This is an optimization exercise on Yosys and OpenROAD, whose aim is small area, not a production implementation.
Only simulation tests tie the RTL to the original design; equivalence was not proved.
Power and IR drop assume default switching activity.

--- standard.sh ---
#!/bin/bash
# synth_recipe.tcl (not shown) runs the flow's synth.tcl, then flattens the netlist and writes it again
# the make line also repeats each setting of config.mk as NAME=value (left out here)
make -C /OpenROAD-flow-scripts/flow DESIGN_CONFIG=/design/flow/config.mk WORK_HOME=/design/flow/orfs CLKGATE_MAP_FILE= SYNTH_SCRIPT=/design/flow/synth_recipe.tcl "${@:-finish}"
--- constraint.sdc ---
create_clock -name core_clock -period 25.0 [get_ports {clk}]
set_input_delay 5.0000 -clock core_clock [delete_from_list [all_inputs] [get_ports {clk}]]
set_output_delay 5.0000 -clock core_clock [all_outputs]
set_load 0.01 [all_outputs]
--- design.v ---
module pelcod_scaler (
    input  wire [7:0] taps,      
    input  wire [1:0] t64,       
    input  wire       zm,        
    input  wire       mk100,     
    input  wire       mkzp,      
    input  wire       mkzn,      
    input  wire       neg,       
    input  wire [1:0] kd,        
    input  wire       ck,        
    input  wire [7:0] ckops,     
    input  wire [1:0] cy,        
    input  wire       odd,       
    input  wire       ph,        
    output wire [1:0] cy_n,
    output wire       ph_n,
    output wire [1:0] s,         
    output wire [1:0] u          
);
    wire [1:0] zn  = taps[7:6];
    wire [1:0] zp  = taps[5:4];
    wire [1:0] t4  = taps[3:2];
    wire [1:0] t32 = taps[1:0];
    wire [1:0] nn  = {2{neg}};
    wire [1:0] o1 = ck ? ckops[7:6] : zm ? (zp & {2{mkzp}})  : ((t4  & {2{mk100}}) ^ nn);
    wire [1:0] o2 = ck ? ckops[5:4] : zm ? ~(zn & {2{mkzn}}) : ((t32 & {2{mk100}}) ^ nn);
    wire [1:0] o3 = ck ? ckops[3:2] : zm ? 2'b00             : ((t64 & {2{mk100}}) ^ nn);
    wire [1:0] o4 = ck ? ckops[1:0] : kd;
    wire [3:0] sum = {2'b00, o1} + {2'b00, o2} + {2'b00, o3} + {2'b00, o4} + {2'b00, cy};
    assign cy_n = sum[3:2];
    assign ph_n = sum[1];
    assign s    = sum[1:0];
    assign u    = odd ? {sum[0], ph} : sum[1:0];
endmodule
module pelcod_packer #(
    parameter RAW_MAX = 8
) (
    input  wire       clk,
    input  wire       rst,              
    input  wire [7:0] addr_i,           
    input  wire       sink_present_i,
    input  wire       cmd_valid,
    output wire       cmd_ready,
    input  wire [4:0] cmd_op,
    input  wire [31:0] cmd_arg,
    input  wire       raw_valid,
    output wire       raw_ready,
    input  wire [7:0] raw_data,
    input  wire       raw_last,
    input  wire       raw_none,
    output wire       snk_valid,
    input  wire       snk_ready,
    output wire [7:0] snk_data,
    output wire       snk_first,
    output wire       snk_last,
    output wire       snk_empty,
    input  wire       snk_done,
    input  wire       snk_fail,
    input  wire [7:0] snk_err,
    output wire       st_valid,
    output reg  [2:0] st_code,
    output wire [7:0] st_err
);
    localparam [2:0] ST_OK          = 3'd0;
    localparam [2:0] ST_ILLEGAL_OP  = 3'd1;
    localparam [2:0] ST_ILLEGAL_ARG = 3'd2;
    localparam [2:0] ST_SINK_ABSENT = 3'd3;
    localparam [2:0] ST_SINK_FAIL   = 3'd4;
    localparam [2:0] S_IDLE = 3'd0;     
    localparam [2:0] S_RAW  = 3'd1;     
    localparam [2:0] S_SEND = 3'd2;     
    localparam [2:0] S_WAIT = 3'd3;     
    localparam [2:0] S_STAT = 3'd4;     
    localparam [2:0] K_0 = 3'd0, K_255 = 3'd1, K_35999 = 3'd2, K_65535 = 3'd3,
                     K_9000 = 3'd4, K_27000 = 3'd5;
    reg  [2:0]  state;
    reg  [7:0]  addr_q;
    reg  [63:0] B;
    reg  [4:0]  op_q;
    reg         first, empty;
    reg  [2:0]  ptr;                    
    reg  [4:0]  s;                      
    reg  [6:0]  X;                      
    reg         odd;
    reg  [1:0]  cy;
    reg         ph, eq;
    reg         m_const;
    reg  [2:0]  kc;
    wire cmd_fire = cmd_valid && cmd_ready;
    wire raw_fire = raw_valid && raw_ready;
    wire snk_fire = snk_valid && snk_ready;
    wire [7:0]  E   = cmd_arg[30:23];
    wire [22:0] F   = cmd_arg[22:0];
    wire        sg  = cmd_arg[31];
    wire        fnz = |F;
    wire        nan  = (&E) & fnz;
    wire        zero = ~(|E) & ~fnz;
    wire        fge  = F[22:18] >= 5'd13;           
    wire        ge360 = (E > 8'd135) | ((E == 8'd135) & fge);
    wire        ge90  = (E > 8'd133) | ((E == 8'd133) & fge);
    wire        ge1   = E >= 8'd127;
    wire        tiny  = E < 8'd119;                 
    wire        tinyz = E < 8'd110;                 
    wire        hi8   = |cmd_arg[31:8];
    wire        hi16  = |cmd_arg[31:16];
    wire        gt35999 = hi16 | (cmd_arg[15:0] > 16'd35999);
    wire        is_float = (cmd_op == 5'h19) | (cmd_op == 5'h1A) | (cmd_op == 5'h1B);
    wire        illegal  = (cmd_op == 5'h0F) | (cmd_op >= 5'h1D);
    wire        is_raw   = (cmd_op == 5'h1C);
    reg         a_const, a_mul, a_zm, a_tpos, a_fix;
    reg  [2:0]  a_kc;
    always @(*) begin
        a_const = 1'b0;
        a_mul   = 1'b0;
        a_zm    = 1'b0;
        a_tpos  = 1'b0;
        a_fix   = 1'b0;
        a_kc    = K_0;
        case (cmd_op)
            5'h01, 5'h02, 5'h03, 5'h04, 5'h05, 5'h06, 5'h07, 5'h08: ;   
            5'h10, 5'h11, 5'h12: begin a_const = hi8;     a_kc = K_255;   end
            5'h13, 5'h14:        begin a_const = gt35999; a_kc = K_35999; end
            5'h15:               begin a_const = hi16;    a_kc = K_65535; end
            5'h19: begin
                if (sg | tiny)  a_const = 1'b1;
                else if (ge360) begin a_const = 1'b1; a_kc = K_35999; end
                else begin a_mul = 1'b1; a_fix = 1'b1; end
            end
            5'h1A: begin
                if (zero) a_const = 1'b1;
                else if (sg) begin
                    if (ge90)      begin a_const = 1'b1; a_kc = K_9000; end
                    else if (tiny) a_const = 1'b1;
                    else           a_mul = 1'b1;
                end else begin
                    if (ge90)      begin a_const = 1'b1; a_kc = K_27000; end
                    else if (tiny) begin a_const = 1'b1; a_kc = K_35999; end
                    else begin a_mul = 1'b1; a_tpos = 1'b1; a_fix = 1'b1; end
                end
            end
            5'h1B: begin
                if (sg | tinyz) a_const = 1'b1;
                else if (ge1)   begin a_const = 1'b1; a_kc = K_65535; end
                else begin a_mul = 1'b1; a_zm = 1'b1; end
            end
            default: a_const = 1'b1;                                  
        endcase
    end
    wire frame  = (op_q != 5'h1C);
    wire is_fl  = (op_q[4:2] == 3'b110) & (op_q[1] | op_q[0]);      
    wire m_mul  = is_fl & ~m_const;
    wire zm     = m_mul & op_q[1] & op_q[0];
    wire tpos   = m_mul & (op_q == 5'h1A) & kc[0];
    wire fixen  = m_mul & ((op_q == 5'h19) | kc[0]);
    wire sat6   = kc[0];
    wire motion = (op_q >= 5'h01) & (op_q <= 5'h08);
    wire keep1  = (op_q == 5'h01) | (op_q == 5'h02) | ((op_q >= 5'h05) & (op_q <= 5'h08));
    wire keep2  = (op_q >= 5'h03) & (op_q <= 5'h08);
    wire [7:0] C1 = (op_q == 5'h0B) ? 8'h01 :
                    (op_q == 5'h0D) ? 8'h02 :
                    (op_q == 5'h0E) ? 8'h04 : 8'h00;
    wire [7:0] C2 = (op_q == 5'h01) ? 8'h04 :
                    (op_q == 5'h02) ? 8'h02 :
                    (op_q == 5'h03) ? 8'h08 :
                    (op_q == 5'h04) ? 8'h10 :
                    (op_q == 5'h05) ? 8'h0C :
                    (op_q == 5'h06) ? 8'h0A :
                    (op_q == 5'h07) ? 8'h14 :
                    (op_q == 5'h08) ? 8'h12 :
                    (op_q == 5'h09) ? 8'h20 :
                    (op_q == 5'h0A) ? 8'h40 :
                    (op_q == 5'h0C) ? 8'h80 :
                    (op_q == 5'h10) ? 8'h03 :
                    (op_q == 5'h11) ? 8'h05 :
                    (op_q == 5'h12) ? 8'h07 :
                    (op_q == 5'h13) ? 8'h4B :
                    (op_q == 5'h14) ? 8'h4D :
                    (op_q == 5'h15) ? 8'h4F :
                    (op_q == 5'h16) ? 8'h51 :
                    (op_q == 5'h17) ? 8'h53 :
                    (op_q == 5'h18) ? 8'h55 :
                    (op_q == 5'h19) ? 8'h4B :
                    (op_q == 5'h1A) ? 8'h4D :
                    (op_q == 5'h1B) ? 8'h4F : 8'h00;
    wire [7:0] c12 = C1 | C2;                       
    wire done = (X >= 7'd87);
    wire d1ph = (X >= 7'd79) & (X <= 7'd82);
    wire ckph = (X >= 7'd83) & (X <= 7'd86);
    wire emit = (X >= 7'd75) & (X <= 7'd82);
    wire comp = (state == S_SEND) & frame & ~done;
    wire [2:0] d = X[2:0] - 3'd3;                   
    wire [1:0] t = d[1:0];
    wire [1:0] rnd = (X == 7'd74) ? (odd ? 2'b01 : 2'b10) : 2'b00;
    wire [17:0] k36  = {2'b00, 16'd36000};
    wire [1:0]  k36d = k36[{d, 1'b0} +: 2];
    wire [1:0]  wdig = odd ? k36[{d, 1'b0} + 5'd1 +: 2] : k36d;
    wire [1:0]  kd   = ~tpos ? rnd :
                       (s == 5'd0) ? 2'b11 :                
                       emit ? wdig : rnd;
    wire       fix  = eq & fixen;
    wire [7:0] k9f  = 8'h9F;
    wire [1:0] d2f  = fix ? k9f[{t, 1'b0} +: 2] : B[57:56];
    wire [1:0] cy_n, u_mul, ssum;
    wire       ph_n;
    pelcod_scaler u_scaler (
        .taps  ({B[23:22], B[7:6], B[5:4], B[2:1]}),
        .t64   (B[1:0]),
        .zm    (zm),
        .mk100 (~s[4]),
        .mkzp  (~(s[4] | (s[3] & s[2]))),
        .mkzn  (~(s[4] | s[3] | s[2])),
        .neg   (tpos),
        .kd    (kd),
        .ck    (ckph),
        .ckops ({addr_q[{t, 1'b0} +: 2], c12[{t, 1'b0} +: 2], d2f, B[49:48]}),
        .cy    (cy),
        .odd   (odd),
        .ph    (ph),
        .cy_n  (cy_n),
        .ph_n  (ph_n),
        .s     (ssum),
        .u     (u_mul)
    );
    wire [15:0] kval = (kc == K_255)   ? 16'd255 :
                       (kc == K_35999) ? 16'd35999 :
                       (kc == K_65535) ? 16'd65535 :
                       (kc == K_9000)  ? 16'd9000 :
                       (kc == K_27000) ? 16'd27000 : 16'd0;
    wire [1:0] kdig  = kval[{d, 1'b0} +: 2];
    wire [1:0] s6dig = (d >= 3'd3) ? 2'b00 : (B[7:6] | {2{sat6}});
    wire [1:0] u = m_const ? kdig :
                   motion  ? s6dig :
                   m_mul   ? u_mul : B[7:6];
    wire [1:0] top_in = d1ph ? (B[57:56] & {2{~motion | keep2}}) :
                        ckph ? ssum : u;
    wire [1:0] in55   = (comp & d1ph) ? (motion ? (B[57:56] & {2{keep1}}) : u) :
                        (comp & ckph) ? d2f : B[57:56];
    wire s_ge3  = (s >= 5'd3);
    wire raw_ld = raw_fire & ~raw_none;
    wire raw_sh = (state == S_RAW) & ~raw_fire & ~s_ge3;
    wire sh_top = raw_sh | comp;                    
    wire sh_low = raw_sh | comp | raw_ld;
    wire ld8    = raw_ld | ((state == S_WAIT) & snk_done);
    always @(posedge clk) begin
        if (ld8)
            B[63:56] <= (state == S_RAW) ? raw_data : snk_err;
        else if (sh_top)
            B[63:56] <= {top_in, B[63:58]};
        if (cmd_fire)
            B[35:0] <= {6'b000000, 1'b1, cmd_arg[22:0], 6'b000000};
        else if (sh_low)
            B[35:0] <= B[37:2];
        if (sh_low)
            B[55:36] <= {in55, B[55:38]};
    end
    always @(posedge clk) begin
        if (cmd_fire) begin
            op_q    <= cmd_op;
            first   <= 1'b1;
            empty   <= 1'b0;
            ptr     <= is_raw ? 3'd0 : 3'd1;
            s       <= is_raw ? 5'd3 : 5'd0;
            X       <= a_mul ? (a_zm ? E[7:1] + 7'd8 : E[7:1]) : 7'd75;
            odd     <= a_mul & E[0];
            cy      <= {1'b0, a_zm & ~(|cmd_arg[15:0])};
            eq      <= 1'b1;
            m_const <= a_const;
            kc      <= a_const ? a_kc : {2'b00, a_tpos | (|cmd_arg[7:6] & ~is_float)};
        end else begin
            if (raw_fire) begin
                s     <= 5'd0;
                first <= 1'b1;
                empty <= raw_none;
                if (~raw_none)
                    ptr <= ptr - 3'd1;
            end else if (s != 5'd31)
                s <= s + 5'd1;
            if (snk_fire) begin
                first <= 1'b0;
                ptr   <= ptr + 3'd1;
            end
            if (comp) begin
                X  <= X + 7'd1;
                cy <= (X == 7'd82) ? 2'b00 : cy_n;    
                ph <= ph_n;
                if (emit)
                    eq <= eq & (u == k36d);
            end
        end
    end
    always @(posedge clk) begin
        if (rst) begin
            state  <= S_IDLE;
            addr_q <= addr_i;
        end else begin
            case (state)
                S_IDLE: begin
                    if (cmd_valid) begin
                        if (illegal) begin
                            st_code <= ST_ILLEGAL_OP;
                            state   <= S_STAT;
                        end else if (is_float & nan) begin
                            st_code <= ST_ILLEGAL_ARG;
                            state   <= S_STAT;
                        end else if (is_raw) begin
                            state   <= S_RAW;
                        end else if (!sink_present_i) begin
                            st_code <= ST_SINK_ABSENT;
                            state   <= S_STAT;
                        end else begin
                            state   <= S_SEND;
                        end
                    end
                end
                S_RAW: begin
                    if (raw_fire && (raw_none || raw_last)) begin
                        if (sink_present_i)
                            state <= S_SEND;
                        else begin
                            st_code <= ST_SINK_ABSENT;
                            state   <= S_STAT;
                        end
                    end
                end
                S_SEND: begin
                    if (snk_fire && snk_last)
                        state <= S_WAIT;
                end
                S_WAIT: begin
                    if (snk_done) begin
                        st_code <= snk_fail ? ST_SINK_FAIL : ST_OK;
                        state   <= S_STAT;
                    end
                end
                S_STAT: state <= S_IDLE;
                default: state <= S_IDLE;
            endcase
        end
    end
    wire hdr = frame & ~ptr[2] | frame & (ptr == 3'd4);       
    reg sched;
    always @(*) begin
        case (ptr)
            3'd1:    sched = (s >= 5'd5);
            3'd2:    sched = (s >= 5'd11);
            3'd3:    sched = (s >= 5'd17);
            default: sched = (s >= 5'd23);
        endcase
    end
    reg [7:0] hbyte;
    always @(*) begin
        case (ptr[1:0])
            2'd1:    hbyte = 8'hFF;
            2'd2:    hbyte = addr_q;
            2'd3:    hbyte = C1;
            default: hbyte = C2;
        endcase
    end
    assign cmd_ready = (state == S_IDLE);
    assign raw_ready = (state == S_RAW) & s_ge3;
    assign st_valid  = (state == S_STAT);
    assign st_err    = B[63:56] & {8{st_code[2]}};
    assign snk_valid = (state == S_SEND) & (~frame | (hdr ? (sched | done) : done));
    assign snk_data  = hdr ? hbyte : B[{ptr, 3'b000} +: 8];
    assign snk_first = first;
    assign snk_last  = empty | (~hdr & (ptr == 3'd7));
    assign snk_empty = empty;
endmodule
--- flow/abc_area.script ---
strash
&get -n
&fraig -x
&put
scorr
dc2
strash
&get -n
&dch -f
&nf -R 1000
&put
topo
--- config.mk ---
export PLATFORM = sky130hd
export DESIGN_NAME = pelcod_packer
export DESIGN_NICKNAME = pelcod_packer
export VERILOG_FILES = /design/flow/design.v
export SDC_FILE = /design/flow/constraint.sdc
export NUM_CORES = 4
export LEC_CHECK = 0
export ABC_AREA = 1
export CAP_MARGIN = 20
export CORE_MARGIN = 2
export CORE_UTILIZATION = 65
export SLEW_MARGIN = 20
--- flow/run.sh ---
#!/bin/bash
# Layout flow: the standard flow (standard.sh) with three changes.
#  1. Synthesis: the standard synthesis script, but ORFS's scripts are
#     taken from a copy in which the adder extraction (extract_fa and the
#     adder techmap) and the Kogge-Stone carry-lookahead map are left out,
#     and ABC maps with flow/abc_area.script. Registers are untouched:
#     they are mapped by the same dfflibmap before ABC runs.
#  2. Port buffers use sky130_fd_sc_hd__buf_1.
#  3. The clock tree is built from clkbuf_8 without dummy loads.
# Each step's output goes to a log file of its own in this folder.
set -euo pipefail
here=$(pwd)
rm -rf "$here/scripts_mod"
cp -r "$FLOW_HOME/scripts" "$here/scripts_mod"
cp "$here/flow/abc_area.script" "$here/scripts_mod/abc_area.script"
cp "$here/flow/abc_area.script" "$here/scripts_mod/abc_speed.script"
sed -i 's|"-extra-map $::env(FLOW_HOME)/platforms/common/lcu_kogge_stone.v"|""|' "$here/scripts_mod/synth.tcl"
sed -i 's|^\(\s*\)extract_fa |\1#extract_fa |; s|^\(\s*\)techmap -map $::env(ADDER_MAP_FILE)|\1#techmap -map $::env(ADDER_MAP_FILE)|' "$here/scripts_mod/synth.tcl"
grep -q '#extract_fa' "$here/scripts_mod/synth.tcl"
SCRIPTS_DIR="$here/scripts_mod" bash standard.sh synth > "$here/log_synth.txt" 2>&1
export BUFFER_PORTS_ARGS="-buffer_cell sky130_fd_sc_hd__buf_1"
export CTS_ARGS="-sink_clustering_enable -repair_clock_nets -buf_list sky130_fd_sc_hd__clkbuf_8 -dont_use_dummy_load"
bash standard.sh > "$here/log_layout.txt" 2>&1
==> flow_summary.json, run 1 <==
{
  "max_freq_mhz": 131.0,
  "cpMostUsedCell": "o21ai_0",
  "r2r_start": "op_q[3]",
  "ff2ff_setup_slack_ps": 19220,
  "grt_max_degree": 58,
  "synthTopCellsByArea": "edfxtp_1 40%, dfxtp_1 6.0%, nand2_1 5.8%",
  "critPathMaxFanout": 12,
  "initial_core_util_pct": 65.93,
  "cts_buffers": 9,
  "grt_pass1_vias": 6403,
  "grt_antenna_before_repair": 0,
  "clockBufferDepth": 2,
  "p_int_w": 0.0006175,
  "status": "timing/DRC/antenna clean",
  "whs_endpoint": "B[52]",
  "vias_per_cell": 6.864,
  "max_cap_violations": 0,
  "ys_seq_area_share_pct": 45.98,
  "cts_hold_buf": 0,
  "nFillCells": 730,
  "drt_pre_antenna_iters": 9,
  "setup_ws_ps": 17370,
  "clk_pin_slew_ps": 100,
  "start_kind": "register",
  "dpl.hpwl_um": 15480,
  "crit_family": "simple AND/OR/NAND/NOR gates",
  "syn-cell-area_um2": 6684,
  "fin_worst_skew_ps": 27.65,
  "swShare_pct": 48.91,
  "finalCritPeriodShare_pct": 30.53,
  "required_ps": 20000,
  "htreeDepth": 3,
  "min_period_ps": 7633,
  "ys_ff_latch": 109,
  "power_frac_comb_pct": 58.3,
  "crit_type": "register to primary output",
  "p_leak_nw": 2.543,
  "root_buffer": "clkbuf_8",
  "die_area_um2": 11110,
  "slew_viol_final": 0,
  "cp.arrival_ps": 2630,
  "syn_to_final_growth_pct": 11.16,
  "grt_first_pass_wirelength_um": 32620,
  "post_drt_wl_per_cell_um": 20.85,
  "hp-class": "register to register",
  "drive_gt1_share_pct": 2.428,
  "placed_area_um2": 7306,
  "cp_slowest_cell": "nor2b_1",
  "antenna_cells": 0,
  "syn_nets": 820,
  "pre_cts_ws_ps": 17550,
  "clkPwrFrac_pct": 7.2,
  "worst_slew_pin_slew_ps": 908.6,
  "synth_cell_types": 52,
  "synth_edf_count": 89,
  "cp-end-kind": "primary output",
  "layout.nets": 938,
  "cellPowerDensity_nw_per_um2": 162.7,
  "place.gp.congestion": 1.008,
  "cts_tree": "yes",
  "power_frac_seq_pct": 34.6,
  "r2r_cells": 20,
  "syn_avg_cell_area_um2": 8.924,
  "drtIter0Drc": 837,
  "portBuffers": 96,
  "tns_ps": 0,
  "rows": 37,
  "crit_path_max_incr_delay_ps": 640,
  "hold_depth": 0,
  "remaining_drc_errors": 0,
  "postSynthCellCount": 749,
  "setup_violations": 0,
  "grt_use_total_pct": 37.66,
  "vias": 6871,
  "die_w_um": 105.4,
  "yosys_warnings": 1,
  "critPathBufInv": 2,
  "cp_cell_sequence": "nor2b_1, buf_4, a22o_1, a221o_1, o21ai_0, o21ai_0, buf_1",
  "finalNonFillerCells": 1001,
  "fin_area_um2": 7430,
  "cts_sinks": 109,
  "core_um2": 10140,
  "ant_nets": 0,
  "synth_top_area_share_pct": 39.99,
  "die_y_um": 105.4,
  "post_cts_buffers": 0,
  "cp.depth": 7,
  "rsz0062_at_grt": "no",
  "finalPower_w": 0.001209,
  "placed_cells": 992,
  "slew_headroom_pct": 39.20,
  "p_sw_w": 0.0005911,
  "routed_wl_um": 20870,
  "min_from": "B[54]",
  "ys.flop_type": "edfxtp_1",
  "finalHoldViolCount": 0,
  "peakVddDrop_mv": 0.1412,
  "synth.largest_area_cell": "edfxtp_1",
  "ctsResizeCount": 0,
  "ios": 97,
  "clkLatencyLatePin_ps": 390,
  "ys_async_sr_fraction_pct": 0,
  "gr-total-overflow": 0,
  "r2r_end": "B[63]"
}
stage by stage:
stage          hold slack [ps]  util, %
2_1_floorplan            422.5        -
3_3_place_gp             430.9    72.01
3_5_place_dp             431.9    72.06
4_1_cts                  456.2    73.28
5_1_grt                  473.0    73.28
6_report                 457.1    73.28
registers in the layout (all words and copies together) (netlist names):
signal / flops
ptr: 3
eq: 1
addr_q: 8
odd: 1
first: 1
state: 3
s: 5
empty: 1
B: 64
m_const: 1
X: 7
kc: 3
op_q: 5
ph: 1
st_code: 3
cy: 2
area by class of cell:
class | count | area [um^2] | area share, %
Multi-Input combinational cell | 622 | 3555 | 47.84
Tap cell | 136 | 170.2 | 2.290
Clock buffer | 9 | 123.9 | 1.667
Sequential cell | 109 | 3073 | 41.36
Inverter | 18 | 67.56 | 0.9094
Timing Repair Buffer | 107 | 440.4 | 5.928
synth_stat cells (4+ instances only):
library cell	instances
nand2_1	104
edfxtp_1	89
nor2_1	85
a21oi_1	74
o21ai_0	54
nor3_1	29
nand3_1	28
a22o_1	25
dfxtp_1	20
a31oi_1	18
clkinv_1	18
xnor2_1	18
and2_0	17
a222oi_1	15
nand2b_1	15
and3_1	13
nor2b_1	13
o211ai_1	10
o22ai_1	9
a211oi_1	8
a21o_1	6
nor3b_1	6
or2_0	6
a221o_1	5
a221oi_1	5
o31ai_1	5
a21boi_0	4
a32oi_1	4
xor2_1	4
power groups by stage:
stage	sequential, W	combinational (W)	clock (W)
floorplan	0.000385	0.000500	0
global placement	0.000412	0.000654	0
detailed placement	0.000415	0.000683	0
CTS	0.000413	0.000686	0.0000862
global route	0.000426	0.000762	0.0000919
finish	0.000418	0.000704	0.0000865
logic make-up after synthesis:
group / count (synthesis) / share of synthesized area, %
simple gates: 333 / 23.38
compound gates: 261 / 25.66
flops: 109 / 45.98
xor+xnor: 23 / 3.220
buf+inv: 18 / 1.011
fa+ha+maj: 3 / 0.4493
mux: 2 / 0.2995
worst max path at each step:
| stage | from | end | slack, ps |
|---|---|---|---|
| 5_1_grt | op_q[1] | snk_data[4] | 17230 |
| 4_1_cts | ptr[1] | snk_data[2] | 17450 |
| 6_report | ptr[1] | snk_data[2] | 17370 |
| 3_5_place_dp | cmd_op[3] | X[3] | 17550 |
| 2_1_floorplan | raw_valid | B[10] | 16030 |
| 3_3_place_gp | cmd_arg[21] | kc[0] | 17680 |
placed cells by master, fill, tap and decap left out, types with 5 or more instances in the layout:
| master | count |
|---|---|
| a211oi_1 | 8 |
| a21o_1 | 6 |
| a21oi_1 | 74 |
| a221o_1 | 5 |
| a221oi_1 | 5 |
| a222oi_1 | 15 |
| a22o_1 | 25 |
| a31oi_1 | 18 |
| and2_0 | 17 |
| and3_1 | 13 |
| buf_1 | 96 |
| buf_4 | 10 |
| clkbuf_8 | 9 |
| clkinv_1 | 18 |
| dfxtp_1 | 20 |
| edfxtp_1 | 89 |
| nand2_1 | 104 |
| nand2b_1 | 15 |
| nand3_1 | 28 |
| nor2_1 | 85 |
| nor2b_1 | 13 |
| nor3_1 | 29 |
| nor3b_1 | 6 |
| o211ai_1 | 10 |
| o21ai_0 | 53 |
| o22ai_1 | 9 |
| o31ai_1 | 5 |
| or2_0 | 6 |
| xnor2_1 | 18 |
worst reg2reg max path, delay by kind of cell, from the launching register on:
| family | cells | cell delay, ps |
|---|---|---|
| AOI/OAI and AO/OA | 8 | 1940 |
| DFF | 1 | 460 |
| xor gates and xnor gates | 7 | 1530 |
| and+or+nand+nor | 5 | 1610 |
per-layer routing:
layer	GRT usage (%)	part of all wire (%)
met1	50.14	39
met2	60.46	47
met3	8.349	10
met4	14.29	3.1
met5	0	0
==> run 2, diff against run 1 <==
--- a/design.v
+++ b/design.v
@@ -79,6 +79,7 @@
     reg  [4:0]  op_q;
     reg         first, empty;
     reg  [2:0]  ptr;                    
+    reg  [1:0]  rs;                     
     reg  [4:0]  s;                      
     reg  [6:0]  X;                      
     reg         odd;
@@ -87,6 +88,7 @@
     reg         m_const;
     reg  [2:0]  kc;
     wire cmd_fire = cmd_valid && cmd_ready;
+    wire [2:0] ptr_dec = ptr - 3'd1;
     wire raw_fire = raw_valid && raw_ready;
     wire snk_fire = snk_valid && snk_ready;
     wire [7:0]  E   = cmd_arg[30:23];
@@ -231,15 +233,19 @@
     wire [1:0] u = m_const ? kdig :
                    motion  ? s6dig :
                    m_mul   ? u_mul : B[7:6];
-    wire [1:0] top_in = d1ph ? (B[57:56] & {2{~motion | keep2}}) :
+    wire s_ge4    = |s[4:2];
+    wire dready   = s_ge4 | (first & (ptr[0] | empty));
+    wire hdr      = frame & (~ptr[2] | (ptr == 3'd4));       
+    wire rotating = (state == S_SEND) & ~hdr & (~frame | done) & ~dready;
+    wire [1:0] top_in = rotating ? B[1:0] : d1ph ? (B[57:56] & {2{~motion | keep2}}) :
                         ckph ? ssum : u;
     wire [1:0] in55   = (comp & d1ph) ? (motion ? (B[57:56] & {2{keep1}}) : u) :
                         (comp & ckph) ? d2f : B[57:56];
     wire s_ge3  = (s >= 5'd3);
     wire raw_ld = raw_fire & ~raw_none;
     wire raw_sh = (state == S_RAW) & ~raw_fire & ~s_ge3;
-    wire sh_top = raw_sh | comp;                    
-    wire sh_low = raw_sh | comp | raw_ld;
+    wire sh_top = raw_sh | comp | rotating;         
+    wire sh_low = raw_sh | comp | rotating | raw_ld;
     wire ld8    = raw_ld | ((state == S_WAIT) & snk_done);
     always @(posedge clk) begin
         if (ld8)
@@ -259,6 +265,7 @@
             first   <= 1'b1;
             empty   <= 1'b0;
             ptr     <= is_raw ? 3'd0 : 3'd1;
+            rs      <= 2'b10;                   
             s       <= is_raw ? 5'd3 : 5'd0;
             X       <= a_mul ? (a_zm ? E[7:1] + 7'd8 : E[7:1]) : 7'd75;
             odd     <= a_mul & E[0];
@@ -272,12 +279,15 @@
                 first <= 1'b1;
                 empty <= raw_none;
                 if (~raw_none)
-                    ptr <= ptr - 3'd1;
+                    ptr <= ptr_dec;
+                rs <= ptr_dec[0] ? ptr_dec[2:1] : ptr_dec[2:1] - 2'd1;
             end else if (s != 5'd31)
                 s <= s + 5'd1;
             if (snk_fire) begin
                 first <= 1'b0;
                 ptr   <= ptr + 3'd1;
+                if (~hdr)
+                    s <= 5'd0;
             end
             if (comp) begin
                 X  <= X + 7'd1;
@@ -337,7 +347,6 @@
             endcase
         end
     end
-    wire hdr = frame & ~ptr[2] | frame & (ptr == 3'd4);       
     reg sched;
     always @(*) begin
         case (ptr)
@@ -360,8 +369,8 @@
     assign raw_ready = (state == S_RAW) & s_ge3;
     assign st_valid  = (state == S_STAT);
     assign st_err    = B[63:56] & {8{st_code[2]}};
-    assign snk_valid = (state == S_SEND) & (~frame | (hdr ? (sched | done) : done));
-    assign snk_data  = hdr ? hbyte : B[{ptr, 3'b000} +: 8];
+    assign snk_valid = (state == S_SEND) & (hdr ? (sched | done) : ((~frame | done) & dready));
+    assign snk_data  = hdr ? hbyte : B[{rs, 1'b1, 3'b000} +: 8];
     assign snk_first = first;
     assign snk_last  = empty | (~hdr & (ptr == 3'd7));
     assign snk_empty = empty;
==> flow/abc_area.script (replaced) <==
strash
&get -n
&fraig -x
&put
scorr
dc2
strash
&get -n
&deepsyn -T 120
&put
strash
&get -n
&dch -f
&nf -R 1000
&put
topo
==> flow_summary.json, run 2 <==
{
  "htreeDepth": 3,
  "synthTopCellsByArea": "edfxtp_1 41%, dfxtp_1 8.8%, a22o_1 4.9%",
  "cpMostUsedCell": "o21ai_0",
  "grt_pass1_vias": 5417,
  "drtIter0Drc": 740,
  "post_cts_buffers": 0,
  "hp-class": "register to register",
  "syn_nets": 707,
  "crit_type": "register to primary output",
  "layout.nets": 817,
  "ys.flop_type": "edfxtp_1",
  "start_kind": "register",
  "die_w_um": 101.1,
  "hold_ws_ps": 420.4,
  "grt_antenna_before_repair": 0,
  "grt_max_degree": 58,
  "antenna_cells": 0,
  "postSynthCellCount": 636,
  "clkLatencyLatePin_ps": 390,
  "fin_worst_skew_ps": 23.09,
  "grt_use_total_pct": 36.40,
  "peakVddDrop_mv": 0.06570,
  "place.gp.congestion": 0.9826,
  "cp_slowest_cell": "edfxtp_1",
  "synth_top_area_share_pct": 41.17,
  "tns_ps": 0,
  "pre_cts_ws_ps": 16720,
  "ctsResizeCount": 0,
  "die_y_um": 101.1,
  "die_area_um2": 10220,
  "synth_commonest_cells": "84 x edfxtp_1, 66 x nor2_1, 64 x nand2_1",
  "status": "timing/DRC/antenna clean",
  "cts_sinks": 111,
  "setup_ws_ps": 16940,
  "crit_path_max_incr_delay_ps": 480,
  "layout_common_cells": "96 x buf_1, 84 x edfxtp_1, 66 x nor2_1",
  "cp.arrival_ps": 3060,
  "ys_seq_area_share_pct": 49.99,
  "crit_family": "simple AND/OR/NAND/NOR gates",
  "drt_pre_antenna_iters": 7,
  "cp-end-kind": "primary output",
  "cts_hold_buf": 0,
  "rsz0062_at_grt": "no",
  "core_um2": 9196,
  "grt_first_pass_wirelength_um": 28110,
  "clk_pin_slew_ps": 100,
  "synth.largest_area_cell": "edfxtp_1",
  "slew_headroom_pct": 41.81,
  "gr-total-overflow": 0,
  "critPathMaxFanout": 9,
  "final_common_cell": "buf_1",
  "cts_buffers": 9,
  "yosys_warnings": 1,
  "ys_ff_latch": 111,
  "finalCritPeriodShare_pct": 32.23,
  "setup_violations": 0,
  "cp_cell_sequence": "nand2_1, nor3_1, and2_0, nor2_1, o21ai_0, o21ai_0, o32ai_1, buf_1",
  "vias_per_cell": 6.924,
  "ant_nets": 0,
  "top_register": "B",
  "r2r_start": "X[0]",
  "portBuffers": 96,
  "vias": 5920,
  "ios": 97,
  "drive_gt1_share_pct": 1.747,
  "max_cap_violations": 0,
  "ys_async_sr_fraction_pct": 0,
  "rows": 35,
  "initial_core_util_pct": 66.63,
  "largestRegisters": "B (64), addr_q (8), X (7)",
  "max_freq_mhz": 124.1,
  "dpl.hpwl_um": 13960,
  "p_leak_nw": 2.244,
  "syn_to_final_growth_pct": 10.62,
  "synth_cell_types": 56,
  "routed_wl_um": 18380,
  "clockBufferDepth": 2,
  "min_from": "B[39]",
  "syn-cell-area_um2": 6127,
  "finalHoldViolCount": 0,
  "crit_start": "op_q[3]",
  "syn_avg_cell_area_um2": 9.634,
  "critPathBufInv": 1,
  "synth_most_common_cell": "edfxtp_1",
  "root_buffer": "clkbuf_8",
  "min_period_ps": 8057,
  "cellPowerDensity_nw_per_um2": 115.1,
  "remaining_drc_errors": 0,
  "worst_slew_pin_slew_ps": 867.5,
  "post_drt_wl_per_cell_um": 21.50,
  "largest_reg_flops": 64,
  "slew_viol_final": 0,
  "required_ps": 20000,
  "cts_tree": "yes",
  "synth_edf_count": 84
}
run 2: cell types whose count changed after synthesis, moves of 11 or more:
cell      change
a31oi_1      -12
a21oi_1      -31
o22ai_1      +11
nor2_1       -19
nand2_1      -40
a222oi_1     -13
run 2: final timing paths:
path,endpoint,slack [ps],cells past startpoint
setup / recovery,snk_data[6],16940,8
hold / removal,B[37],420,0
setup reg to reg,B[63],19470,21
hold reg to reg,B[37],420,0
run 2: logic make-up (layout without fill, tap and decap cells):
logic type	count (synthesis)	after routing	synth area share, %
buffers and inverters	18	126	1.103
adders and majority gates	1	1	0.1634
DFF	111	111	49.99
xor gates and xnor gates	22	22	3.145
and+or+nand+nor	256	256	20.26
AOI/OAI and AO/OA	225	225	24.83
muxes	3	3	0.5105
run 2: area by class of cell:
class,count,area [um^2]
repair buffers,99,382.9
inverters,18,67.56
flip-flops and latches,111,3063
well taps,111,138.9
fillers,714,2419
multi-input cells,507,3002
clock buffers,9,123.9
run 2: routing by layer:
| layer | up-vias | part of all wire [%] | GRT usage, % |
|---|---|---|---|
| li1 | 2698 | - | - |
| met3 | 64 | 13 | 8.877 |
| met1 | 2710 | 39 | 50.76 |
| met2 | 448 | 44 | 54.66 |
| met4 | 0 | 4.3 | 15.18 |
| met5 | - | 0 | 0 |
run 2: through the flow:
step	cells	cell area (um^2)	total power, W	util (%)
6_report	855	6778	0.0007800	73.70
5_1_grt	855	6778	0.0008198	73.70
4_1_cts	855	6778	0.0007675	73.70
3_5_place_dp	846	6654	0.0006831	72.35
3_3_place_gp	846	6654	0.0006684	72.35
2_1_floorplan	636	6127	0.0005644	-
run 2: where the power goes:
group           total, W  internal [W]  leakage [nW]  switching (W)
Sequential      0.000361      0.000292          1.03      0.0000688
Combinational   0.000333      0.000117          1.15       0.000217
Clock          0.0000859     0.0000325        0.0647      0.0000535
Total           0.000780      0.000441          2.24       0.000339
==> run 3, diff against run 2 <==
--- a/design.v
+++ b/design.v
@@ -2,7 +2,9 @@
     input  wire [7:0] taps,      
     input  wire [1:0] t64,       
     input  wire       zm,        
-    input  wire       mk100,     
+    input  wire       mk4,       
+    input  wire [1:0] mk32,      
+    input  wire       mk64,      
     input  wire       mkzp,      
     input  wire       mkzn,      
     input  wire       neg,       
@@ -22,9 +24,9 @@
     wire [1:0] t4  = taps[3:2];
     wire [1:0] t32 = taps[1:0];
     wire [1:0] nn  = {2{neg}};
-    wire [1:0] o1 = ck ? ckops[7:6] : zm ? (zp & {2{mkzp}})  : ((t4  & {2{mk100}}) ^ nn);
-    wire [1:0] o2 = ck ? ckops[5:4] : zm ? ~(zn & {2{mkzn}}) : ((t32 & {2{mk100}}) ^ nn);
-    wire [1:0] o3 = ck ? ckops[3:2] : zm ? 2'b00             : ((t64 & {2{mk100}}) ^ nn);
+    wire [1:0] o1 = ck ? ckops[7:6] : zm ? (zp & {2{mkzp}})  : ((t4  & {2{mk4}}) ^ nn);
+    wire [1:0] o2 = ck ? ckops[5:4] : zm ? ~(zn & {2{mkzn}}) : ((t32 & mk32) ^ nn);
+    wire [1:0] o3 = ck ? ckops[3:2] : zm ? 2'b00             : ((t64 & {2{mk64}}) ^ nn);
     wire [1:0] o4 = ck ? ckops[1:0] : kd;
     wire [3:0] sum = {2'b00, o1} + {2'b00, o2} + {2'b00, o3} + {2'b00, o4} + {2'b00, cy};
     assign cy_n = sum[3:2];
@@ -58,7 +60,7 @@
     input  wire       snk_fail,
     input  wire [7:0] snk_err,
     output wire       st_valid,
-    output reg  [2:0] st_code,
+    output wire [2:0] st_code,
     output wire [7:0] st_err
 );
     localparam [2:0] ST_OK          = 3'd0;
@@ -85,8 +87,7 @@
     reg         odd;
     reg  [1:0]  cy;
     reg         ph, eq;
-    reg         m_const;
-    reg  [2:0]  kc;
+    reg  [2:0]  kc;                     
     wire cmd_fire = cmd_valid && cmd_ready;
     wire [2:0] ptr_dec = ptr - 3'd1;
     wire raw_fire = raw_valid && raw_ready;
@@ -150,11 +151,13 @@
     end
     wire frame  = (op_q != 5'h1C);
     wire is_fl  = (op_q[4:2] == 3'b110) & (op_q[1] | op_q[0]);      
+    wire m_const = ~(kc[2] & kc[1]);
+    wire kflag   = ~kc[0];
     wire m_mul  = is_fl & ~m_const;
     wire zm     = m_mul & op_q[1] & op_q[0];
-    wire tpos   = m_mul & (op_q == 5'h1A) & kc[0];
-    wire fixen  = m_mul & ((op_q == 5'h19) | kc[0]);
-    wire sat6   = kc[0];
+    wire tpos   = m_mul & (op_q == 5'h1A) & kflag;
+    wire fixen  = m_mul & ((op_q == 5'h19) | kflag);
+    wire sat6   = kflag;
     wire motion = (op_q >= 5'h01) & (op_q <= 5'h08);
     wire keep1  = (op_q == 5'h01) | (op_q == 5'h02) | ((op_q >= 5'h05) & (op_q <= 5'h08));
     wire keep2  = (op_q >= 5'h03) & (op_q <= 5'h08);
@@ -185,14 +188,15 @@
                     (op_q == 5'h1A) ? 8'h4D :
                     (op_q == 5'h1B) ? 8'h4F : 8'h00;
     wire [7:0] c12 = C1 | C2;                       
-    wire done = (X >= 7'd87);
-    wire d1ph = (X >= 7'd79) & (X <= 7'd82);
-    wire ckph = (X >= 7'd83) & (X <= 7'd86);
-    wire emit = (X >= 7'd75) & (X <= 7'd82);
+    wire xhi  = X[6] & X[4];                        
+    wire emit = xhi & ~X[3];
+    wire d1ph = xhi & ~X[3] & X[2];
+    wire ckph = xhi & X[3] & ~X[2];
+    wire done = xhi & X[3] & X[2];
     wire comp = (state == S_SEND) & frame & ~done;
-    wire [2:0] d = X[2:0] - 3'd3;                   
+    wire [2:0] d = X[2:0];                          
     wire [1:0] t = d[1:0];
-    wire [1:0] rnd = (X == 7'd74) ? (odd ? 2'b01 : 2'b10) : 2'b00;
+    wire [1:0] rnd = (X == 7'd79) ? (odd ? 2'b01 : 2'b10) : 2'b00;
     wire [17:0] k36  = {2'b00, 16'd36000};
     wire [1:0]  k36d = k36[{d, 1'b0} +: 2];
     wire [1:0]  wdig = odd ? k36[{d, 1'b0} + 5'd1 +: 2] : k36d;
@@ -208,7 +212,10 @@
         .taps  ({B[23:22], B[7:6], B[5:4], B[2:1]}),
         .t64   (B[1:0]),
         .zm    (zm),
-        .mk100 (~s[4]),
+        .mk4   (~(s[4] | (s[3] & s[2] & (s[1] | s[0])))),    
+        .mk32  ({~(s[4] | (s[3] & s[2] & s[1])),              
+                 ~(s[4] | (&s[3:0]))}),                        
+        .mk64  (~(s[4] | (&s[3:0]))),
         .mkzp  (~(s[4] | (s[3] & s[2]))),
         .mkzn  (~(s[4] | s[3] | s[2])),
         .neg   (tpos),
@@ -253,11 +260,11 @@
         else if (sh_top)
             B[63:56] <= {top_in, B[63:58]};
         if (cmd_fire)
-            B[35:0] <= {6'b000000, 1'b1, cmd_arg[22:0], 6'b000000};
+            B[29:0] <= {1'b1, cmd_arg[22:0], 6'b000000};
         else if (sh_low)
-            B[35:0] <= B[37:2];
+            B[29:0] <= B[31:2];
         if (sh_low)
-            B[55:36] <= {in55, B[55:38]};
+            B[55:30] <= {in55, B[55:32]};
     end
     always @(posedge clk) begin
         if (cmd_fire) begin
@@ -267,14 +274,17 @@
             ptr     <= is_raw ? 3'd0 : 3'd1;
             rs      <= 2'b10;                   
             s       <= is_raw ? 5'd3 : 5'd0;
-            X       <= a_mul ? (a_zm ? E[7:1] + 7'd8 : E[7:1]) : 7'd75;
+            X       <= a_mul ? E[7:1] + (a_zm ? 7'd13 : 7'd5) : 7'd80;
             odd     <= a_mul & E[0];
             cy      <= {1'b0, a_zm & ~(|cmd_arg[15:0])};
             eq      <= 1'b1;
-            m_const <= a_const;
-            kc      <= a_const ? a_kc : {2'b00, a_tpos | (|cmd_arg[7:6] & ~is_float)};
+            kc      <= illegal                      ? ST_ILLEGAL_OP :
+                       (is_float & nan)             ? ST_ILLEGAL_ARG :
+                       (~is_raw & ~sink_present_i)  ? ST_SINK_ABSENT :
+                       a_const ? a_kc : {2'b11, ~(a_tpos | (|cmd_arg[7:6] & ~is_float))};
         end else begin
             if (raw_fire) begin
+                kc    <= ST_SINK_ABSENT;               
                 s     <= 5'd0;
                 first <= 1'b1;
                 empty <= raw_none;
@@ -283,6 +293,8 @@
                 rs <= ptr_dec[0] ? ptr_dec[2:1] : ptr_dec[2:1] - 2'd1;
             end else if (s != 5'd31)
                 s <= s + 5'd1;
+            if (snk_done && state == S_WAIT)
+                kc <= snk_fail ? ST_SINK_FAIL : ST_OK;
             if (snk_fire) begin
                 first <= 1'b0;
                 ptr   <= ptr + 3'd1;
@@ -291,7 +303,7 @@
             end
             if (comp) begin
                 X  <= X + 7'd1;
-                cy <= (X == 7'd82) ? 2'b00 : cy_n;    
+                cy <= (d1ph & (&X[1:0])) ? 2'b00 : cy_n;    
                 ph <= ph_n;
                 if (emit)
                     eq <= eq & (u == k36d);
@@ -307,15 +319,12 @@
                 S_IDLE: begin
                     if (cmd_valid) begin
                         if (illegal) begin
-                            st_code <= ST_ILLEGAL_OP;
                             state   <= S_STAT;
                         end else if (is_float & nan) begin
-                            st_code <= ST_ILLEGAL_ARG;
                             state   <= S_STAT;
                         end else if (is_raw) begin
                             state   <= S_RAW;
                         end else if (!sink_present_i) begin
-                            st_code <= ST_SINK_ABSENT;
                             state   <= S_STAT;
                         end else begin
                             state   <= S_SEND;
@@ -327,7 +336,6 @@
                         if (sink_present_i)
                             state <= S_SEND;
                         else begin
-                            st_code <= ST_SINK_ABSENT;
                             state   <= S_STAT;
                         end
                     end
@@ -338,7 +346,6 @@
                 end
                 S_WAIT: begin
                     if (snk_done) begin
-                        st_code <= snk_fail ? ST_SINK_FAIL : ST_OK;
                         state   <= S_STAT;
                     end
                 end
@@ -368,7 +375,8 @@
     assign cmd_ready = (state == S_IDLE);
     assign raw_ready = (state == S_RAW) & s_ge3;
     assign st_valid  = (state == S_STAT);
-    assign st_err    = B[63:56] & {8{st_code[2]}};
+    assign st_code   = kc;
+    assign st_err    = B[63:56] & {8{kc[2]}};
     assign snk_valid = (state == S_SEND) & (hdr ? (sched | done) : ((~frame | done) & dready));
     assign snk_data  = hdr ? hbyte : B[{rs, 1'b1, 3'b000} +: 8];
     assign snk_first = first;
--- a/flow/run.sh
+++ b/flow/run.sh
@@ -19,5 +19,5 @@
 grep -q '#extract_fa' "$here/scripts_mod/synth.tcl"
 SCRIPTS_DIR="$here/scripts_mod" bash standard.sh synth > "$here/log_synth.txt" 2>&1
 export BUFFER_PORTS_ARGS="-buffer_cell sky130_fd_sc_hd__buf_1"
-export CTS_ARGS="-sink_clustering_enable -repair_clock_nets -buf_list sky130_fd_sc_hd__clkbuf_8 -dont_use_dummy_load"
+export CTS_ARGS="-sink_clustering_enable -repair_clock_nets -buf_list sky130_fd_sc_hd__clkbuf_16 -dont_use_dummy_load"
 bash standard.sh > "$here/log_layout.txt" 2>&1
==> flow_summary.json, run 3 <==
{
  "remaining_drc_errors": 0,
  "largest_reg_flops": 64,
  "routed_wl_um": 19240,
  "min_from": "B[38]",
  "top_register": "B",
  "hp-class": "register to register",
  "ys.flop_type": "edfxtp_1",
  "status": "timing/DRC/antenna clean",
  "largestRegisters": "B (64), addr_q (8), X (7)",
  "die_y_um": 100.6,
  "die_area_um2": 10130,
  "worst_slew_pin_slew_ps": 929.5,
  "grt_pass1_vias": 5709,
  "ys_async_sr_fraction_pct": 0,
  "pre_cts_ws_ps": 17230,
  "cellPowerDensity_nw_per_um2": 75.92,
  "cp-end-kind": "primary output",
  "grt_first_pass_wirelength_um": 29540,
  "synth_most_common_cell": "edfxtp_1",
  "ant_nets": 0,
  "r2r_start": "op_q[3]",
  "place.gp.congestion": 1.049,
  "clkLatencyLatePin_ps": 350,
  "rows": 35,
  "portBuffers": 96,
  "synthTopCellsByArea": "edfxtp_1 43%, dfxtp_1 6.9%, nand2_1 4.6%",
  "peakVddDrop_mv": 0.04118,
  "synth_top_area_share_pct": 42.54,
  "cp_cell_sequence": "clkinv_1, nor2_1, clkinv_1, a21boi_0, a31oi_1, a32oi_1, a21boi_0, a21o_1, a21oi_1, o22ai_1, buf_1",
  "crit_start": "op_q[3]",
  "drive_gt1_share_pct": 1.902,
  "syn-cell-area_um2": 6071,
  "critPathBufInv": 3,
  "gr-total-overflow": 0,
  "die_w_um": 100.6,
  "finalNonFillerCells": 847,
  "crit_path_max_incr_delay_ps": 540,
  "placed_cells": 838,
  "antenna_cells": 0,
  "clk_pin_slew_ps": 80,
  "required_ps": 20000,
  "cts_sinks": 107,
  "syn_avg_cell_area_um2": 9.667,
  "core_um2": 9153,
  "cp.arrival_ps": 3360,
  "cp_slowest_cell": "edfxtp_1",
  "ctsResizeCount": 0,
  "ios": 97,
  "syn_nets": 699,
  "drtIter0Drc": 807,
  "slew_headroom_pct": 37.81,
  "max_freq_mhz": 119.6,
  "crit_type": "register to primary output",
  "cts_hold_buf": 0,
  "ys_seq_area_share_pct": 49.46,
  "fin_area_um2": 6818,
  "cts_tree": "yes",
  "synth_edf_count": 86,
  "vias": 6157,
  "finalCritPeriodShare_pct": 33.44,
  "drt_pre_antenna_iters": 9,
  "met1_length_um": 7123,
  "min_period_ps": 8361,
  "p_leak_nw": 2.276,
  "ys_ff_latch": 107,
  "nFillCells": 636,
  "grt_max_degree": 57,
  "post_cts_buffers": 0,
  "placed_area_um2": 6593,
  "root_buffer": "clkbuf_16",
  "synth_commonest_cells": "86 x edfxtp_1, 74 x nand2_1, 53 x nor2_1",
  "grt_antenna_before_repair": 0,
  "cts_buffers": 9,
  "rsz0062_at_grt": "no",
  "postSynthCellCount": 628,
  "layout.nets": 809,
  "synth.largest_area_cell": "edfxtp_1",
  "grt_use_total_pct": 38.37,
  "slew_viol_final": 0,
  "synth_cell_types": 58,
  "yosys_warnings": 1,
  "finalHoldViolCount": 0,
  "syn_to_final_growth_pct": 12.30,
  "fin_worst_skew_ps": 23.34,
  "layout_common_cells": "96 x buf_1, 86 x edfxtp_1, 74 x nand2_1",
  "htreeDepth": 3,
  "vias_per_cell": 7.269,
  "crit_family": "compound AO/OA/AOI/OAI gates",
  "tns_ps": 0,
  "dr_wl_met2_um": 8609,
  "dpl.hpwl_um": 14300,
  "post_drt_wl_per_cell_um": 22.72,
  "initial_core_util_pct": 66.33,
  "setup_ws_ps": 16640,
  "max_cap_violations": 0,
  "setup_violations": 0,
  "critPathMaxFanout": 8,
  "final_common_cell": "buf_1",
  "wl_met3_um": 2491,
  "start_kind": "register",
  "routed.top_layer": "met4",
  "clockBufferDepth": 2
}
run 3: cell types whose count changed after synthesis, sizes merged, moves of 5 or more:
cell,before,now
nor2,66,53
a31o,0,5
o22ai,20,13
dfxtp,27,21
nand3,20,27
nand2,64,74
o21ai,50,44
nand4,5,12
run 3: cell families after synthesis:
logic type,share of synthesized area [%]
AO/OA/AOI/OAI,24.26
XOR/XNOR,2.597
adder cells (fa/ha/maj),0.1649
buffers and inverters,0.9893
flip-flops,49.46
multiplexers,1.257
AND/OR/NAND/NOR,21.27
run 3: where the power goes:
part           switching, W  leakage [nW]  internal, W
Sequential        0.0000304         0.992     0.000224
Clock             0.0000577         0.111    0.0000637
Combinational     0.0000925          1.17    0.0000495
Total              0.000181          2.28     0.000337
run 3: path summary, 6_finish.rpt:
kind,to,slack (ps),cells after the start
worst max-delay path,snk_data[1],16640,11
worst min-delay path,B[36],420,0
worst max register to register,B[63],19500,21
worst min register to register,B[36],420,0
run 3: through the flow:
stage	hold WS [ps]	util, %	total power, W
6_report	415.9	74.49	0.0005176
5_1_grt	415.2	74.49	0.0005335
4_1_cts	415.9	74.49	0.0005079
3_5_place_dp	406.1	72.03	0.0003904
3_3_place_gp	400.2	72.03	0.0003840
2_1_floorplan	400.3	-	0.0003386
run 3: layout make-up:
cell class                 count  area [um^2]  area share (%)
multi-input combinational    505         3008           44.12
clock buffer                   9        225.2           3.303
sequential                   107         3003           44.04
inverter                      16        60.06          0.8809
tap                          111        138.9           2.037
timing repair buffer          99        382.9           5.616
run 3: per-layer routing:
metal | up-vias | track usage (%)
li1 | 2684 | -
met1 | 2801 | 50.30
met2 | 555 | 60.15
met3 | 117 | 8.530
met4 | 0 | 19.49
met5 | - | 0
run 3: worst reg2reg max path: stages (launching register included):
cell	delay, ps
edfxtp_1	540
clkinv_1	170
nor2_1	340
clkinv_1	140
a21boi_0	280
a31oi_1	170
a32oi_1	340
a21boi_0	190
a21o_1	210
a21oi_1	310
a21oi_1	110
o31a_1	120
a211oi_1	350
xnor2_1	200
xnor2_1	360
xnor2_1	210
xor2_1	330
o21ai_0	130
a22oi_1	420
and3_1	220
o21ai_0	120
nand2_1	110
==> run 4, diff against run 3 <==
--- a/flow/run.sh
+++ b/flow/run.sh
@@ -19,5 +19,5 @@
 grep -q '#extract_fa' "$here/scripts_mod/synth.tcl"
 SCRIPTS_DIR="$here/scripts_mod" bash standard.sh synth > "$here/log_synth.txt" 2>&1
 export BUFFER_PORTS_ARGS="-buffer_cell sky130_fd_sc_hd__buf_1"
-export CTS_ARGS="-sink_clustering_enable -repair_clock_nets -buf_list sky130_fd_sc_hd__clkbuf_16 -dont_use_dummy_load"
+export CTS_ARGS="-sink_clustering_enable -repair_clock_nets -buf_list sky130_fd_sc_hd__clkbuf_8 -dont_use_dummy_load -sink_clustering_size 20 -sink_clustering_max_diameter 60"
 bash standard.sh > "$here/log_layout.txt" 2>&1
==> flow_summary.json, run 4 <==
{
  "r2r_cells": 21,
  "hold_depth": 0,
  "die_y_um": 100.6,
  "remaining_drc_errors": 0,
  "clkLatencyLatePin_ps": 370,
  "setup_violations": 0,
  "clockBufferDepth": 2,
  "critPathMaxFanout": 8,
  "cts_tree": "yes",
  "synthTopCellsByArea": "edfxtp_1 43%, dfxtp_1 6.9%, nand2_1 4.6%",
  "yosys_warnings": 1,
  "grt_pass1_vias": 5635,
  "syn_to_final_growth_pct": 10.63,
  "ys_ff_latch": 107,
  "core_um2": 9153,
  "gr-total-overflow": 0,
  "slew_viol_final": 0,
  "fin_worst_skew_ps": 37.30,
  "cts_buffers": 9,
  "worst_slew_pin_slew_ps": 911.4,
  "placed_cells": 838,
  "whs_endpoint": "B[51]",
  "slew_headroom_pct": 39.01,
  "place.gp.congestion": 1.049,
  "syn_avg_cell_area_um2": 9.667,
  "peakVddDrop_mv": 0.04115,
  "p_int_w": 0.0003056,
  "cellPowerDensity_nw_per_um2": 71.46,
  "r2r_start": "op_q[3]",
  "cp.arrival_ps": 3410,
  "rsz0062_at_grt": "no",
  "ctsResizeCount": 0,
  "power_frac_comb_pct": 29.4,
  "hp-class": "register to register",
  "min_from": "B[53]",
  "root_buffer": "clkbuf_8",
  "ant_nets": 0,
  "synth_top_area_share_pct": 42.54,
  "grt_first_pass_wirelength_um": 28960,
  "cts_hold_buf": 0,
  "clk_pin_slew_ps": 110,
  "grt_most_used_layer": "met2",
  "max_freq_mhz": 118.9,
  "synth.largest_area_cell": "edfxtp_1",
  "required_ps": 20000,
  "grt_use_met3_pct": 7.143,
  "grt_use_met2_pct": 59.54,
  "min_period_ps": 8412,
  "synth_edf_count": 86,
  "ys.flop_type": "edfxtp_1",
  "finalNonFillerCells": 847,
  "dpl.hpwl_um": 14300,
  "start_kind": "register",
  "post_cts_buffers": 0,
  "largestRegisters": "B (64), addr_q (8), X (7)",
  "crit_type": "register to primary output",
  "layout.nets": 809,
  "grt_antenna_before_repair": 0,
  "ios": 97,
  "post_drt_wl_per_cell_um": 22.29,
  "ys_async_sr_fraction_pct": 0,
  "synth_commonest_cells": "86 x edfxtp_1, 74 x nand2_1, 53 x nor2_1",
  "cp-end-kind": "primary output",
  "top_register": "B",
  "r2r_end": "B[63]",
  "clkPwrFrac_pct": 17.8,
  "synth_cell_types": 58,
  "postSynthCellCount": 628,
  "placed_area_um2": 6593,
  "syn-cell-area_um2": 6071,
  "rows": 35,
  "cts_sinks": 107,
  "portBuffers": 96,
  "layout_common_cells": "96 x buf_1, 86 x edfxtp_1, 74 x nand2_1",
  "initial_core_util_pct": 66.33,
  "ys_seq_area_share_pct": 49.46,
  "antenna_cells": 0,
  "die_area_um2": 10130,
  "synth_most_common_cell": "edfxtp_1",
  "grt_max_degree": 57,
  "largest_reg_flops": 64,
  "finalCritPeriodShare_pct": 33.65,
  "drive_gt1_share_pct": 1.902,
  "finalHoldViolCount": 0,
  "p_sw_w": 0.0001744,
  "drtIter0Drc": 747,
  "p_leak_nw": 2.230,
  "final_common_cell": "buf_1",
  "tns_ps": 0,
  "swShare_pct": 36.34,
  "drt_pre_antenna_iters": 6,
  "ff2ff_setup_slack_ps": 19520,
  "vias": 6124,
  "syn_nets": 699,
  "htreeDepth": 3,
  "die_w_um": 100.6,
  "status": "timing/DRC/antenna clean",
  "power_frac_seq_pct": 52.8,
  "vias_per_cell": 7.230,
  "crit_start": "op_q[3]",
  "grt_util_met1_pct": 49.70,
  "fin_area_um2": 6716,
  "routed_wl_um": 18880,
  "grt_use_total_pct": 37.43,
  "max_cap_violations": 0
}
[run 4: worst max-delay path: stages (launching register included)]
cell and delay [ps]:
edfxtp_1 540, clkinv_1 170, nor2_1 330, clkinv_1 140, a21boi_0 270, a31oi_1 170, a32oi_1 340, a21boi_0 180
a21o_1 200, a21oi_1 340, o22ai_1 190, buf_1 160
[run 4: how the worst max path moves through the flow]
stage	cells past startpoint	slack, ps	to
after floorplan	4	16190	B[10]
after global placement	12	17250	kc[0]
after detailed placement	11	17230	snk_data[1]
after CTS	11	16760	snk_data[1]
after global routing	11	16290	snk_data[1]
final	11	16590	snk_data[1]
[run 4: power groups by stage]
stage | logic [W] | registers, W | clock network (W)
4_1_cts | 0.000136 | 0.000251 | 0.0000841
3_5_place_dp | 0.000135 | 0.000255 | 0
6_report | 0.000141 | 0.000253 | 0.0000853
2_1_floorplan | 0.0000953 | 0.000243 | 0
3_3_place_gp | 0.000130 | 0.000254 | 0
5_1_grt | 0.000153 | 0.000255 | 0.0000888
[run 4: area by class of cell]
cell class / instances / area [um^2]
Clock buffer: 9 / 123.9
Timing Repair Buffer: 99 / 382.9
Fill cell: 657 / 2436
Inverter: 16 / 60.06
Tap cell: 111 / 138.9
Multi-Input combinational cell: 505 / 3008
Sequential cell: 107 / 3003
[run 4: kinds of logic after synthesis]
family,after synthesis,share of synthesized area (%)
xor gates and xnor gates,18,2.597
buffers and inverters,16,0.9893
DFF,107,49.46
adders and majority gates,1,0.1649
AOI/OAI and AO/OA,216,24.26
muxes,5,1.257
and+or+nand+nor,265,21.27
[run 4: metrics by stage]
stage | worst slack [ps] | power [W] | hold slack, ps | util (%)
2_1_floorplan | 16190 | 0.0003386 | 400.3 | -
3_3_place_gp | 17250 | 0.0003840 | 400.2 | 72.03
3_5_place_dp | 17230 | 0.0003904 | 406.1 | 72.03
4_1_cts | 16760 | 0.0004717 | 415.5 | 73.38
5_1_grt | 16290 | 0.0004966 | 415.2 | 73.38
6_report | 16590 | 0.0004800 | 413.5 | 73.38
[run 4: layer usage]
layer	share of wire (%)	wire [um]
met5	0	0
met4	5.3	995
met3	13	2410
met2	45	8454
met1	37	7020
==> run 5, diff against run 4 <==
--- a/flow/run.sh
+++ b/flow/run.sh
@@ -19,5 +19,5 @@
 grep -q '#extract_fa' "$here/scripts_mod/synth.tcl"
 SCRIPTS_DIR="$here/scripts_mod" bash standard.sh synth > "$here/log_synth.txt" 2>&1
 export BUFFER_PORTS_ARGS="-buffer_cell sky130_fd_sc_hd__buf_1"
-export CTS_ARGS="-sink_clustering_enable -repair_clock_nets -buf_list sky130_fd_sc_hd__clkbuf_8 -dont_use_dummy_load -sink_clustering_size 20 -sink_clustering_max_diameter 60"
+export CTS_ARGS="-sink_clustering_enable -repair_clock_nets -buf_list sky130_fd_sc_hd__clkbuf_8 -dont_use_dummy_load"
 bash standard.sh > "$here/log_layout.txt" 2>&1
--- a/config.mk
+++ b/config.mk
@@ -8,5 +8,5 @@
 export ABC_AREA = 1
 export CAP_MARGIN = 20
 export CORE_MARGIN = 2
-export CORE_UTILIZATION = 65
+export CORE_UTILIZATION = 78
 export SLEW_MARGIN = 20
==> flow_summary.json, run 5 <==
{
  "status": "timing/DRC/antenna clean",
  "power_frac_comb_pct": 30.1,
  "top_register": "B",
  "synth.largest_area_cell": "edfxtp_1",
  "synth_commonest_cells": "86 x edfxtp_1, 74 x nand2_1, 53 x nor2_1",
  "p_int_w": 0.0003056,
  "worst_slew_pin_slew_ps": 988.5,
  "setup_violations": 0,
  "post_cts_buffers": 0,
  "cp.arrival_ps": 3370,
  "tns_ps": 0,
  "vias": 6471,
  "clkLatencyLatePin_ps": 380,
  "largest_reg_flops": 64,
  "crit_type": "register to primary output",
  "die_w_um": 92.22,
  "place.gp.congestion": 1.079,
  "syn-cell-area_um2": 6071,
  "peakVddDrop_mv": 0.04249,
  "ios": 97,
  "cts_buffers": 9,
  "crit_start": "op_q[3]",
  "synth_cell_types": 58,
  "cp-end-kind": "primary output",
  "ctsResizeCount": 0,
  "grt_pass1_vias": 5808,
  "syn_to_final_growth_pct": 10.49,
  "power_frac_seq_pct": 52.3,
  "rsz0062_at_grt": "no",
  "cts_tree": "yes",
  "hp-class": "register to register",
  "register_area_um2": 3003,
  "grt_max_degree": 58,
  "die_y_um": 92.22,
  "hold_ws_ps": 403.7,
  "largestRegisters": "B (64), addr_q (8), X (7)",
  "synthTopCellsByArea": "edfxtp_1 43%, dfxtp_1 6.9%, nand2_1 4.6%",
  "root_buffer": "clkbuf_8",
  "ys_async_sr_fraction_pct": 0,
  "initial_core_util_pct": 79.38,
  "vias_per_cell": 7.713,
  "die_area_um2": 8505,
  "r2r_start": "op_q[3]",
  "synth_top_area_share_pct": 42.54,
  "portBuffers": 96,
  "gr-total-overflow": 0,
  "syn_nets": 699,
  "final_common_cell": "buf_1",
  "dpl.hpwl_um": 14420,
  "htreeDepth": 3,
  "clockBufferDepth": 2,
  "p_leak_nw": 2.230,
  "max_cap_violations": 0,
  "ys_ff_latch": 107,
  "synth_most_common_cell": "edfxtp_1",
  "min_period_ps": 8371,
  "routed_wl_um": 19820,
  "fin_worst_skew_ps": 27.45,
  "critPathMaxFanout": 8,
  "drt_pre_antenna_iters": 14,
  "finalCritPeriodShare_pct": 33.49,
  "required_ps": 20000,
  "postSynthCellCount": 628,
  "yosys_warnings": 1,
  "start_kind": "register",
  "ys_seq_area_share_pct": 49.46,
  "finalHoldViolCount": 0,
  "syn_avg_cell_area_um2": 9.667,
  "core_um2": 7647,
  "cellPowerDensity_nw_per_um2": 72.53,
  "multiInputGateArea_um2": 3008,
  "layout.nets": 809,
  "synth_edf_count": 86,
  "drtIter0Drc": 1445,
  "remaining_drc_errors": 0,
  "swShare_pct": 37.20,
  "slew_viol_final": 0,
  "rows": 32,
  "ys.flop_type": "edfxtp_1",
  "layout_common_cells": "96 x buf_1, 86 x edfxtp_1, 74 x nand2_1",
  "grt_first_pass_wirelength_um": 30630,
  "slew_headroom_pct": 33.85,
  "grt_use_total_pct": 47.78,
  "ant_nets": 0,
  "grt_antenna_before_repair": 1,
  "clkPwrFrac_pct": 17.5,
  "drive_gt1_share_pct": 1.902,
  "clk_pin_slew_ps": 90,
  "min_from": "B[39]",
  "max_freq_mhz": 119.5,
  "post_drt_wl_per_cell_um": 23.62,
  "nFillCells": 385,
  "cts_sinks": 107,
  "p_sw_w": 0.0001810,
  "cts_hold_buf": 0
}
## run 5: cell types whose count changed in the layout (fill, tap and decap cells not counted)
cell,before,now
diode_2,0,1
## run 5: final cells by class
type	instances	area share, %
antenna	1	0.03731
multi-input combinational	505	44.84
sequential	107	44.77
tap	102	1.903
inverter	16	0.8954
clock buffer	9	1.847
timing repair buffer	99	5.708
## run 5: per-layer routing
layer	global-route usage (%)	part of all wire (%)
met3	16.43	17
met1	61.08	32
met2	69.42	42
met5	0	0
met4	31.09	8.4
## run 5: worst max-delay path: stages (launching register included)
cell      delay [ps]
edfxtp_1         530
clkinv_1         180
nor2_1           290
clkinv_1         160
a21boi_0         270
a31oi_1          170
a32oi_1          340
a21boi_0         190
a21o_1           210
a21oi_1          320
o22ai_1          170
buf_1            160
## run 5: metrics by stage
step           std cells  setup WS (ps)  cell area, um^2  total power, W  util, %
2_1_floorplan        628          16190             6071       0.0003386        -
3_3_place_gp         829          17530             6581       0.0003827    86.06
3_5_place_dp         829          17250             6581       0.0003919    86.06
4_1_cts              838          16860             6705       0.0004721    87.68
5_1_grt              839          16490             6708       0.0004993    87.71
6_report             839          16630             6708       0.0004865    87.71
## run 5: kinds of logic after synthesis
logic type | after synthesis | share of synthesized area, %
xor gates and xnor gates | 18 | 2.597
DFF | 107 | 49.46
buffers and inverters | 16 | 0.9893
adders and majority gates | 1 | 0.1649
muxes | 5 | 1.257
AOI/OAI and AO/OA | 216 | 24.26
and+or+nand+nor | 265 | 21.27
## run 5: worst paths after layout
check           endpoint  slack (ps)  depth (start not counted)
max          snk_data[1]       16630                         11
min                B[37]         400                          0
max reg2reg        B[63]       19350                         21
min reg2reg        B[37]         400                          0
## run 5: power groups by stage
stage / combinational (W) / sequential [W] / clock, W
2_1_floorplan: 0.0000953 / 0.000243 / 0
3_3_place_gp: 0.000129 / 0.000254 / 0
3_5_place_dp: 0.000137 / 0.000255 / 0
4_1_cts: 0.000138 / 0.000252 / 0.0000823
5_1_grt: 0.000155 / 0.000256 / 0.0000883
6_report: 0.000147 / 0.000255 / 0.0000852

[what the ideal ports hide]
The flow's constraints put no driver on any port. The routed layouts listed below were extracted and timed again, unchanged, in two steps.
Step 1: set_driving_cell puts a clkbuf_16 on clk and a buf_2 on each other input, an assumption about the parent block.
Step 2 times the ports against the registers' clock, not the clock port: input delays grow and output delays shrink by t, the midpoint of the rising clock arrivals with the driver on.
Three values: ideal ports, drivers, drivers and shift; two values: the first two.
run | shift t [ns] | slack for setup (ns) | worst data-port slew with drivers (ns)
run 1 | 0.413 | 17.367 / 17.328 / 17.465 | 0.04
run 2 | 0.408 | 16.943 / 16.909 / 16.735 | 0.04
run 3 | 0.379 | 16.639 / 16.600 / 16.978 | 0.04
run 4 | 0.387 | 16.588 / 16.555 / 16.942 | 0.04
run 5 | 0.405 | 16.629 / 16.593 / 16.998 | 0.04
After both steps every run listed still meets setup and hold. The setup slack of run 2, which loses most, moves by -0.034 ns with the drivers and by -0.208 ns with both steps.
